Source: an optimization exercise on an open RTL-to-GDS flow (aim: small area). Production flows keep margins and buffers that such runs may drop. The RTL was checked by simulation tests, not by an equivalence proof against the original design. No activity file was given, so power comes from the tool's default toggle rates.

Setup of umber:
Design mbfs, start of the top module:
module mbfs (
    input             clk,
    input             rst,
    input             start,
    input      [31:0] timeout_ms,
    input             req_en,
    input      [6:0]  sink_mask,
    input             tick_1ms,
    output            busy,
    output reg        done,
    output reg [3:0]  result,
    output     [3:0]  flags,
    output reg [31:0] frame_hdr,
    output reg [7:0]  vf_cs,
    output reg        cfg_strobe,
    output     [1:0]  cfg_parity,
    output            flush_req,
    input             flush_done,
    output            tx_valid,
    output     [7:0]  tx_data,
    input             tx_ready,
    input             rx_valid,
    input      [7:0]  rx_data,
    output            rx_pop,
    output reg        meas_valid,
    output reg [2:0]  meas_kind,
    output reg [63:0] meas_raw,
    output     [2:0]  meas_exp
);
    localparam [3:0] R_OK        = 4'd0,
                     R_NOSTART   = 4'd1,
                     R_SUSPLEN   = 4'd2,
                     R_TIMEOUT   = 4'd4,
                     R_BADHDR    = 4'd6,
                     R_BADPAYLEN = 4'd8,
                     R_BADLCODE  = 4'd9;
    localparam [4:0] P_IDLE      = 5'd0,
                     P_W1_FLUSH  = 5'd1,
                     P_W2_SETTLE = 5'd2,
                     P_W3_PREAMB = 5'd3,
                     P_W4_FLUSH  = 5'd4,
                     P_W4_PAUSE  = 5'd5,
                     P_W5_SETTLE = 5'd6,
                     P_REQ_SEND  = 5'd7,
                     P_REQ_FLUSH = 5'd8,
                     P_RX_START  = 5'd9,
                     P_RX_LEN    = 5'd10,
                     P_RX_BODY   = 5'd11,
                     P_D_ALIGN   = 5'd12,
                     P_D_TOKEN   = 5'd13,
                     P_D_SKIP    = 5'd14,
                     P_D_CONV    = 5'd15;
    localparam [2:0] S_HDR = 3'd0,
                     S_DIF = 3'd1,
                     S_VIF = 3'd2,
                     S_VAL = 3'd3,
                     S_END = 3'd4;
    localparam [7:0] START_BYTE = 8'h68;
  ...
export LEC_CHECK = 0
export CAP_MARGIN = 0
export CORE_MARGIN = 2
export CORE_UTILIZATION = 65
export PLACE_DENSITY = 0.75
export SLEW_MARGIN = 0
create_clock -name core_clock -period 30.0 [get_ports {clk}]
standard.sh (not shown) runs the stock make flow with config.mk's settings and CLKGATE_MAP_FILE= SYNTH_SCRIPT=/design/flow/synth_recipe.tcl, a recipe that flattens the netlist after the stock synthesis.
==> flow/flow/run.sh <==
#!/bin/bash
# The standard layout (standard.sh, with flow/config.mk's settings), with two
# changes: the port buffers use the smallest buffer cell, and clock tree
# synthesis inserts no dummy loads. The whole ORFS output goes to
# standard.log; each step's own log is under orfs/logs/.
set -euo pipefail
export BUFFER_PORTS_ARGS="-buffer_cell sky130_fd_sc_hd__buf_1"
export CTS_ARGS="-sink_clustering_enable -repair_clock_nets -sink_clustering_size 30 -sink_clustering_max_diameter 60 -dont_use_dummy_load"
bash standard.sh > standard.log 2>&1
umber reached the end of the flow, and the finished layout is clean on the timing, DRC and antenna checks.
> inputs changed (umber -> ember)
Settings: changing SLEW_MARGIN from 0 to 20; setting CTS_CLUSTER_DIAMETER to 60 for the first time; changing CAP_MARGIN from 0 to 20; setting CTS_CLUSTER_SIZE to 30 for the first time.
Findings:
On multi-input gate count, ember and umber are basically level. umber -> ember: final cell count flat. ember vs. umber: count of clock-buffer cells in the layout went down, routed length on met2 shrank by 280 µm. Summary of the comparison: count of buffers not belonging to the clock network in the layout is higher in ember, relative to umber. Between ember and umber, the total instance count after detailed placement does not differ in any meaningful way. As far as power consumption is concerned, ember and umber perform about the same. umber → ember: clock share of power moved down, first-iteration DRC count fell by about 3.6%. When ember is set beside umber, its initial antenna violation count turns out to be 2 larger.


Starting RTL as in the previous note.
clock: 30.0 ns
lec_check: 0
cap_margin: 20
core_margin: 2
core_utilization: 65
place_density: 0.75
slew_margin: 20
==> flow/flow/run.sh <==
#!/bin/bash
# The standard layout (standard.sh, with flow/config.mk's settings), with two
# changes: the port buffers use the smallest buffer cell, and clock tree
# synthesis inserts no dummy loads. The whole ORFS output goes to
# standard.log; each step's own log is under orfs/logs/.
set -euo pipefail
export BUFFER_PORTS_ARGS="-buffer_cell sky130_fd_sc_hd__buf_1"
export CTS_ARGS="-sink_clustering_enable -repair_clock_nets -sink_clustering_size 20 -sink_clustering_max_diameter 50 -sink_clustering_buffer sky130_fd_sc_hd__clkbuf_8 -dont_use_dummy_load"
bash standard.sh > standard.log 2>&1
Edit:
==> flow/run.sh (new file) <==
#!/bin/bash
# synth_recipe.tcl (not shown) runs the flow's synth.tcl, then flattens the netlist and writes it again
# the make line also repeats each setting of config.mk as NAME=value (left out here)
make -C /OpenROAD-flow-scripts/flow DESIGN_CONFIG=/design/flow/config.mk WORK_HOME=/design/flow/orfs CLKGATE_MAP_FILE= SYNTH_SCRIPT=/design/flow/synth_recipe.tcl finish
- CTS_CLUSTER_DIAMETER: unset -> 60
- CTS_CLUSTER_SIZE: unset -> 30
removed: flow/flow/run.sh
removed: flow/standard.sh
=> The changed run passed the timing, DRC and antenna checks. Clock power grows by 24%. Worst setup slack got worse by 0.50 ns. Combinational power climbs by 11%. Power is higher by 7.4%. Cell count rose by 0.33%. Area after synthesis does not change. Via count is higher by 2.7%. Critical path depth is unchanged. Die area does not change.


mbfs, a different RTL version from the one above (not shown whole).
Size in the first run: ~2000 flip-flops, about 190 I/O pins, about 50000 sq um of cells after synthesis.
==> flow/config.mk <==
export PLATFORM = sky130hd
export DESIGN_NAME = mbfs
export DESIGN_NICKNAME = mbfs
export VERILOG_FILES = /design/flow/design.v
export SDC_FILE = /design/flow/constraint.sdc
export NUM_CORES = 4
export LEC_CHECK = 0
export CAP_MARGIN = 20
export CORE_MARGIN = 2
export CORE_UTILIZATION = 65
export CTS_CLUSTER_DIAMETER = 60
export CTS_CLUSTER_SIZE = 30
export PLACE_DENSITY = 0.75
export SLEW_MARGIN = 20
==> flow/constraint.sdc <==
create_clock -name core_clock -period 30.0 [get_ports {clk}]
set_input_delay 6.0000 -clock core_clock [delete_from_list [all_inputs] [get_ports {clk}]]
set_output_delay 6.0000 -clock core_clock [all_outputs]
set_load 0.01 [all_outputs]
==> flow/flow/run.sh <==
#!/bin/bash
# The standard layout (standard.sh, with flow/config.mk's settings), with two
# changes: the port buffers use the smallest buffer cell, and clock tree
# synthesis inserts no dummy loads. The whole ORFS output goes to
# standard.log; each step's own log is under orfs/logs/.
set -euo pipefail
export BUFFER_PORTS_ARGS="-buffer_cell sky130_fd_sc_hd__buf_1"
export CTS_ARGS="-sink_clustering_enable -repair_clock_nets -sink_clustering_size 12 -sink_clustering_max_diameter 40 -sink_clustering_buffer sky130_fd_sc_hd__clkbuf_4 -dont_use_dummy_load"
bash standard.sh > standard.log 2>&1
Then changed:
--- a/flow/flow/run.sh
+++ b/flow/flow/run.sh
@@ -7,3 +7,3 @@
 export BUFFER_PORTS_ARGS="-buffer_cell sky130_fd_sc_hd__buf_1"
-export CTS_ARGS="-sink_clustering_enable -repair_clock_nets -sink_clustering_size 12 -sink_clustering_max_diameter 40 -sink_clustering_buffer sky130_fd_sc_hd__clkbuf_4 -dont_use_dummy_load"
+export CTS_ARGS="-sink_clustering_enable -repair_clock_nets -sink_clustering_size 30 -sink_clustering_max_diameter 60 -dont_use_dummy_load"
 bash standard.sh > standard.log 2>&1
The changed run finished with timing, DRC and antenna clean.
Total power grows by a few percent.
Area after synthesis stays the same.
Fmax grows slightly.
Sequential power barely changes.
Die area is unchanged.
Final area grows slightly.
First-iteration DRC count grows by a few percent.
Count of clock-buffer cells in the layout shrinks by 111.
Setup slack gets better by 0.050 ns.
Worst hold slack gets worse by 0.0037 ns.
Then changed:
==> flow/flow/run.sh (replaced) <==
#!/bin/bash
# The standard layout (standard.sh, with flow/config.mk's settings), with
# these changes: the port buffers use the smallest buffer cell, and clock tree
# synthesis clusters the flip-flops into groups of at most 10 within 35 um,
# each driven by a clkbuf_4, and inserts no dummy loads. The whole ORFS output
# goes to standard.log; each step's own log is under orfs/logs/.
set -euo pipefail
export BUFFER_PORTS_ARGS="-buffer_cell sky130_fd_sc_hd__buf_1"
export CTS_ARGS="-sink_clustering_enable -repair_clock_nets -sink_clustering_size 10 -sink_clustering_max_diameter 35 -sink_clustering_buffer sky130_fd_sc_hd__clkbuf_4 -dont_use_dummy_load"
bash standard.sh > standard.log 2>&1
- CTS_CLUSTER_DIAMETER: 60 -> default
- CTS_CLUSTER_SIZE: 30 -> default
=> Die area does not change. Synthesized area is unchanged. Sequential power is about the same. Cell area barely changes. Sequential share of layout area rises by 0.21 points. Global-route usage barely changes. Total power falls by 1.8%. Register-to-register slack gets worse by 0.03 ns. Hold slack gets better by 0.022 ns. Wire length falls by 2.1%. Synthesized cell count stays the same.
Then changed:
==> flow/flow/run.sh (replaced) <==
#!/bin/bash
# The standard layout (standard.sh, with flow/config.mk's settings), with two
# changes: the port buffers use the smallest buffer cell, and clock tree
# synthesis inserts no dummy loads. The whole ORFS output goes to
# standard.log; each step's own log is under orfs/logs/.
set -euo pipefail
export BUFFER_PORTS_ARGS="-buffer_cell sky130_fd_sc_hd__buf_1"
export CTS_ARGS="-sink_clustering_enable -repair_clock_nets -sink_clustering_size 20 -sink_clustering_max_diameter 45 -sink_clustering_buffer sky130_fd_sc_hd__clkbuf_8 -dont_use_dummy_load"
bash standard.sh > standard.log 2>&1
- CTS_CLUSTER_DIAMETER: default -> 60
- CTS_CLUSTER_SIZE: default -> 30
After rerunning: First-iteration DRC count is higher by 3.6%. Count of clock-buffer cells in the layout is lower by 96. Wire length is lower by about 0.46%. Total power is higher by 0.31%. Cell area is about the same. Synthesized area does not change. Worst hold slack gets better by 0.0073 ns. Final cell count is lower by about 2%. Maximum frequency is higher by 0.47%.
Then changed:
--- a/flow/flow/run.sh
+++ b/flow/flow/run.sh
@@ -7,3 +7,3 @@
 export BUFFER_PORTS_ARGS="-buffer_cell sky130_fd_sc_hd__buf_1"
-export CTS_ARGS="-sink_clustering_enable -repair_clock_nets -sink_clustering_size 20 -sink_clustering_max_diameter 45 -sink_clustering_buffer sky130_fd_sc_hd__clkbuf_8 -dont_use_dummy_load"
+export CTS_ARGS="-sink_clustering_enable -repair_clock_nets -sink_clustering_size 10 -sink_clustering_max_diameter 35 -sink_clustering_buffer sky130_fd_sc_hd__clkbuf_4 -dont_use_dummy_load"
 bash standard.sh > standard.log 2>&1
Cell count goes up by about 2%.
First-iteration DRC count drops by about 3.4%.
Cell area barely changes.
Fmax falls by about 0.5%.
Global-route usage increases by 0.30 points.
Die area stays the same.
Synthesized area stays the same.
Sequential power barely changes.

port drivers added, routing unchanged:
The results above use ideal ports. As a check the final layouts listed here were re-extracted and re-timed, cells and wires unchanged.
Step 1 sets driving cells, clkbuf_16 on the clock port and buf_2 on the other inputs (assumed; they add their load-dependent delay and slew).
Step 2, shift: input delay + t, output delay - t, t = (earliest + latest rising clock arrival at the registers) / 2. This alone moves slack from input paths to output paths.
Slacks: no drivers / after step 1 / after step 2; pairs: no drivers / after step 1.
run	t, ns	setup WS [ns]	hold slack, ns	clock arrival spread, ns	pins driven straight from the clock port
umber	0.708	20.827 / 20.760 / 20.562	0.257 / 0.257 / 0.257	0.118 / 0.118	1
ember	0.696	20.836 / 20.770 / 20.561	0.255 / 0.255 / 0.255	0.116 / 0.116	1
the first run of note 2	0.737	20.855 / 20.789 / 20.564	0.277 / 0.277 / 0.277	0.090 / 0.090	1
the second run of note 2	0.736	20.359 / 20.291 / 20.288	0.291 / 0.291 / 0.291	0.074 / 0.074	1
the first run of note 3	0.744	21.198 / 21.134 / 20.692	0.263 / 0.263 / 0.263	0.084 / 0.084	1
the second run of note 3	0.688	21.248 / 21.185 / 20.706	0.260 / 0.260 / 0.260	0.088 / 0.088	1
the third run of note 3	0.746	21.175 / 21.110 / 20.707	0.282 / 0.282 / 0.282	0.097 / 0.097	1
the fourth run of note 3	0.727	21.217 / 21.154 / 20.710	0.289 / 0.289 / 0.289	0.095 / 0.096	1
the fifth run of note 3	0.746	21.175 / 21.110 / 20.707	0.282 / 0.282 / 0.282	0.097 / 0.097	1
After both steps setup and hold are still met in every run listed. For the second run of note 3, which loses most, drivers alone change the setup slack by -0.063 ns; drivers and shift together by -0.542 ns.
